This design comes from an exercise in tuning for small area and a short achievable clock period on the open sky130 flow, not from production work. Where RTL was checked, it was by simulation tests only, not by an equivalence proof against the original. Power figures rest on the tool's default switching activity, not on a simulated workload.

juniper:
==> flow/design.v <==
module ovarint_core (
    input  wire         clk,
    input  wire         rst,
    input  wire         in_valid,
    input  wire [4:0]   cmd,         
    input  wire [127:0] val_in,
    input  wire [127:0] bytes_in,    
    input  wire [4:0]   len_in,
    output reg          out_valid,
    output reg  [2:0]   status,
    output reg  [4:0]   len_out,
    output reg  [127:0] bytes_out,   
    output reg  [127:0] val_out
);
    localparam [2:0] ST_OK        = 3'd0;
    localparam [2:0] ST_OUTRANGE  = 3'd1;
    localparam [2:0] ST_TRUNCATED = 3'd2;
    localparam [2:0] ST_ILLEGAL   = 3'd4;
    wire       dir  = cmd[4];
    wire       sgn  = cmd[3];
    wire [2:0] wsel = cmd[2:0];
    wire       illegal = (wsel > 3'd4);
    integer i, k, m;
    reg msb;
    always @* begin
        case (wsel)
            3'd0:    msb = val_in[7];
            3'd1:    msb = val_in[15];
            3'd2:    msb = val_in[31];
            3'd3:    msb = val_in[63];
            default: msb = val_in[127];
        endcase
    end
    wire s = sgn & msb;
    wire w8 = (wsel == 3'd0), w16 = (wsel == 3'd1), w32 = (wsel == 3'd2),
         w64 = (wsel == 3'd3), w128 = wsel[2];
    reg [127:0] wide;
    always @* begin
        wide = val_in;
        if (w8)  wide[15:8]  = {8{s}};
        if (w16) wide[23:16] = {8{s}};
        if (w32) wide[39:32] = {8{s}};
        if (w64) wide[71:64] = {8{s}};
    end
    reg [15:1] f;
    reg [8:0]  g;
    always @* begin
        for (k = 1; k < 16; k = k + 1) begin
            g = val_in[8 * k - 5 +: 9];
            f[k] = sgn ? (|g & ~&g) : |g[8:1];
        end
        if (sgn) begin
            if (w8)  f[1] = |val_in[7:3]   & ~&val_in[7:3];
            if (w16) f[2] = |val_in[15:11] & ~&val_in[15:11];
            if (w32) f[4] = |val_in[31:27] & ~&val_in[31:27];
            if (w64) f[8] = |val_in[63:59] & ~&val_in[63:59];
        end else begin
            if (w8)  f[1] = |val_in[7:4];
            if (w16) f[2] = |val_in[15:12];
            if (w32) f[4] = |val_in[31:28];
            if (w64) f[8] = |val_in[63:60];
        end
        if (w8)  f[15:2] = 14'd0;
        if (w16) f[15:3] = 13'd0;
        if (w32) f[15:5] = 11'd0;
        if (w64) f[15:9] = 7'd0;
    end
    reg [3:0] n_e;
    always @* begin
        n_e = 4'd0;
        for (k = 1; k < 16; k = k + 1)
            if (f[k]) n_e = k;
    end
    wire oor_e = w128 & (sgn ? (|val_in[127:123] & ~&val_in[127:123]) : (|val_in[127:124]));
    wire [7:0] hdr  = bytes_in[7:0];
    wire       negd = sgn & ~hdr[7];
    wire [3:0] n_d  = sgn ? (hdr[6:3] ^ {4{~hdr[7]}}) : hdr[7:4];
    wire [7:0] hdr_v = sgn ? {{5{negd}}, hdr[2:0]} : {4'd0, hdr[3:0]};
    wire trunc = ~len_in[4] & (len_in[3:0] <= n_d);
    reg [15:0] c, p, q;
    always @* begin
        c[0] = (hdr_v == {8{negd}});
        for (m = 1; m < 16; m = m + 1)
            c[m] = negd ? (&bytes_in[8 * m +: 8]) : ~(|bytes_in[8 * m +: 8]);
        p[0] = c[0];
        for (m = 1; m < 16; m = m + 1)
            p[m] = p[m - 1] & c[m];
        for (m = 0; m < 15; m = m + 1)
            q[m] = p[m] & (~sgn | (bytes_in[8 * m + 15] == negd));
        q[15] = p[15];
    end
    reg  [3:0] wb;        
    always @* begin
        case (wsel)
            3'd0:    wb = 4'd1;
            3'd1:    wb = 4'd2;
            3'd2:    wb = 4'd4;
            default: wb = 4'd8;
        endcase
    end
    wire [4:0] dw   = {1'b0, n_d} - {1'b0, wb};
    wire       fits = w128 | dw[4] | q[dw[3:0]];
    reg [2:0]   st_n;
    always @* begin
        if (illegal)      st_n = ST_ILLEGAL;
        else if (!dir)    st_n = oor_e ? ST_OUTRANGE : ST_OK;
        else if (trunc)   st_n = ST_TRUNCATED;
        else if (!fits)   st_n = ST_OUTRANGE;
        else              st_n = ST_OK;
    end
    wire [127:0] src = dir ? {bytes_in[127:8], hdr_v} : wide;
    wire [3:0]   n_n = dir ? n_d : n_e;
    wire         fill_n = negd;     
    reg [127:0] r;
    always @* begin
        for (i = 0; i < 16; i = i + 1)
            r[8 * i +: 8] = src[8 * (15 - i) +: 8];
        if (!n_n[3]) r = {{64{fill_n}}, r[127:64]};
    end
    reg [127:0] x_r;
    reg [3:0]   n_r;
    reg [2:0]   st_r;
    reg         eu_r, es_r;
    always @(posedge clk) begin
        if (rst)
            out_valid <= 1'b0;
        else
            out_valid <= in_valid;
        x_r  <= r;
        n_r  <= n_n;
        st_r <= st_n;
        eu_r <= ~dir & ~sgn;
        es_r <= ~dir & sgn;
    end
    wire       fill = x_r[127];
    wire [3:0] sh   = ~n_r;
    reg [127:0] y;
    always @* begin
        y = x_r;
        if (sh[2]) y = {{32{fill}}, y[127:32]};
        if (sh[1]) y = {{16{fill}}, y[127:16]};
        if (sh[0]) y = {{8{fill}},  y[127:8]};
    end
    wire [7:0] hx = eu_r ? {n_r, 4'd0} : es_r ? {1'b1, n_r, 3'd0} : 8'd0;
    wire [127:0] res = {y[127:8], y[7:0] ^ hx};
    always @* begin
        status    = st_r;
        len_out   = (st_r == ST_OK) ? ({1'b0, n_r} + 5'd1) : 5'd0;
        bytes_out = res;
        val_out   = res;
    end
endmodule
==> flow/config.mk <==
export PLATFORM = sky130hd
export DESIGN_NAME = ovarint_core
export DESIGN_NICKNAME = ovarint_core
export VERILOG_FILES = /design/flow/design.v
export SDC_FILE = /design/flow/constraint.sdc
export NUM_CORES = 4
export LEC_CHECK = 0
export CAP_MARGIN = 20
export CORE_MARGIN = 2
export CORE_UTILIZATION = 35
export PLACE_DENSITY = 0.45
export SETUP_SLACK_MARGIN = 4.0
export SLEW_MARGIN = 20
==> flow/constraint.sdc <==
create_clock -name core_clock -period 8.0 [get_ports {clk}]
set_input_delay 1.6000 -clock core_clock [delete_from_list [all_inputs] [get_ports {clk}]]
set_output_delay 1.6000 -clock core_clock [all_outputs]
set_load 0.01 [all_outputs]
standard.sh (not shown) runs the stock make flow with config.mk's settings and CLKGATE_MAP_FILE= SYNTH_SCRIPT=/design/flow/synth_recipe.tcl, a recipe that flattens the netlist after the stock synthesis.
==> flow/flow/run.sh <==
#!/bin/bash
set -euo pipefail
export BUFFER_PORTS_ARGS="-buffer_cell sky130_fd_sc_hd__buf_1"
bash standard.sh > standard.log 2>&1
Modified inputs, sierra compared to juniper
-- flow/design.v --
<<< juniper, line 111
    wire [127:0] src = dir ? {bytes_in[127:8], hdr_v} : wide;
    wire [3:0]   n_n = dir ? n_d : n_e;
    wire         fill_n = negd;     
    reg [127:0] r;
    always @* begin
        for (i = 0; i < 16; i = i + 1)
            r[8 * i +: 8] = src[8 * (15 - i) +: 8];
        if (!n_n[3]) r = {{64{fill_n}}, r[127:64]};
    end
    reg [127:0] x_r;
    reg [3:0]   n_r;
>>> sierra, line 111
    wire [127:0] src = dir ? {bytes_in[127:8], hdr_v} : wide;
    wire [3:0]   n_n = dir ? n_d : n_e;
    reg [127:0] x_r;
    reg [3:0]   n_r;
<<< juniper, line 127
        else
            out_valid <= in_valid;
        x_r  <= r;
        n_r  <= n_n;
        st_r <= st_n;
>>> sierra, line 120
        else
            out_valid <= in_valid;
        x_r  <= src;
        n_r  <= n_n;
        st_r <= st_n;
<<< juniper, line 133
        es_r <= ~dir & sgn;
    end
    wire       fill = x_r[127];
    wire [3:0] sh   = ~n_r;
    reg [127:0] y;
    always @* begin
        y = x_r;
        if (sh[2]) y = {{32{fill}}, y[127:32]};
        if (sh[1]) y = {{16{fill}}, y[127:16]};
>>> sierra, line 126
        es_r <= ~dir & sgn;
    end
    wire       fill = x_r[7];
    wire [3:0] sh   = ~n_r;
    reg [127:0] r, y;
    always @* begin
        for (i = 0; i < 16; i = i + 1)
            r[8 * i +: 8] = x_r[8 * (15 - i) +: 8];
        y = r;
        if (sh[3]) y = {{64{fill}}, y[127:64]};
        if (sh[2]) y = {{32{fill}}, y[127:32]};
        if (sh[1]) y = {{16{fill}}, y[127:16]};
## What came out
sierra went all the way through the flow, and no timing, DRC or antenna check failed.
Compared with juniper, in sierra number of global-route vias before repair -5.6%; share of final layout cell area taken by non-clock buffers rose by 1.7 points; switching share of total power now sits lower; die outline area dropped about 0.7%.
On fraction of final layout cells with drive strength greater than 1: sierra sits above juniper.
sierra reports a higher buffer count excluding the clock tree in the final layout than juniper does.
[sierra] area taken by multi-input logic gates rose 0.64% relative to juniper
Between juniper and sierra, the routed wire length is lower for sierra.
sierra vs juniper, worst setup slack went down by 0.0050 ns.
Global-route usage over all layers, juniper and sierra, lower one = sierra.
For sierra, only the layout was checked, not whether the RTL still works.

[what the ideal ports hide]
How much do the figures lean on ideal ports? The routed layouts below were timed once more, with nothing changed but the port constraints.
Step 1 (the two cells are an assumption about what drives the block):
set clk [get_ports {clk}]
set_driving_cell -lib_cell sky130_fd_sc_hd__clkbuf_16 $clk
set_driving_cell -lib_cell sky130_fd_sc_hd__buf_2 [delete_from_list [all_inputs] $clk]
Step 2 times the ports against the registers' clock, not the clock port: input delays grow and output delays shrink by t, the midpoint of the rising clock arrivals with the driver on.
Slacks: ideal / step 1 / step 2; pairs: ideal / step 1.
run | shift t [ns] | setup slack, ns | worst setup path at the end
juniper | 0.475 | 3.982 / 3.992 / 3.534 | input to register
sierra | 0.467 | 3.977 / 3.924 / 3.689 | input to register
After both steps every run listed still meets setup and hold. The setup slack of juniper, which loses most, moves by +0.010 ns with the drivers and by -0.448 ns with both steps.
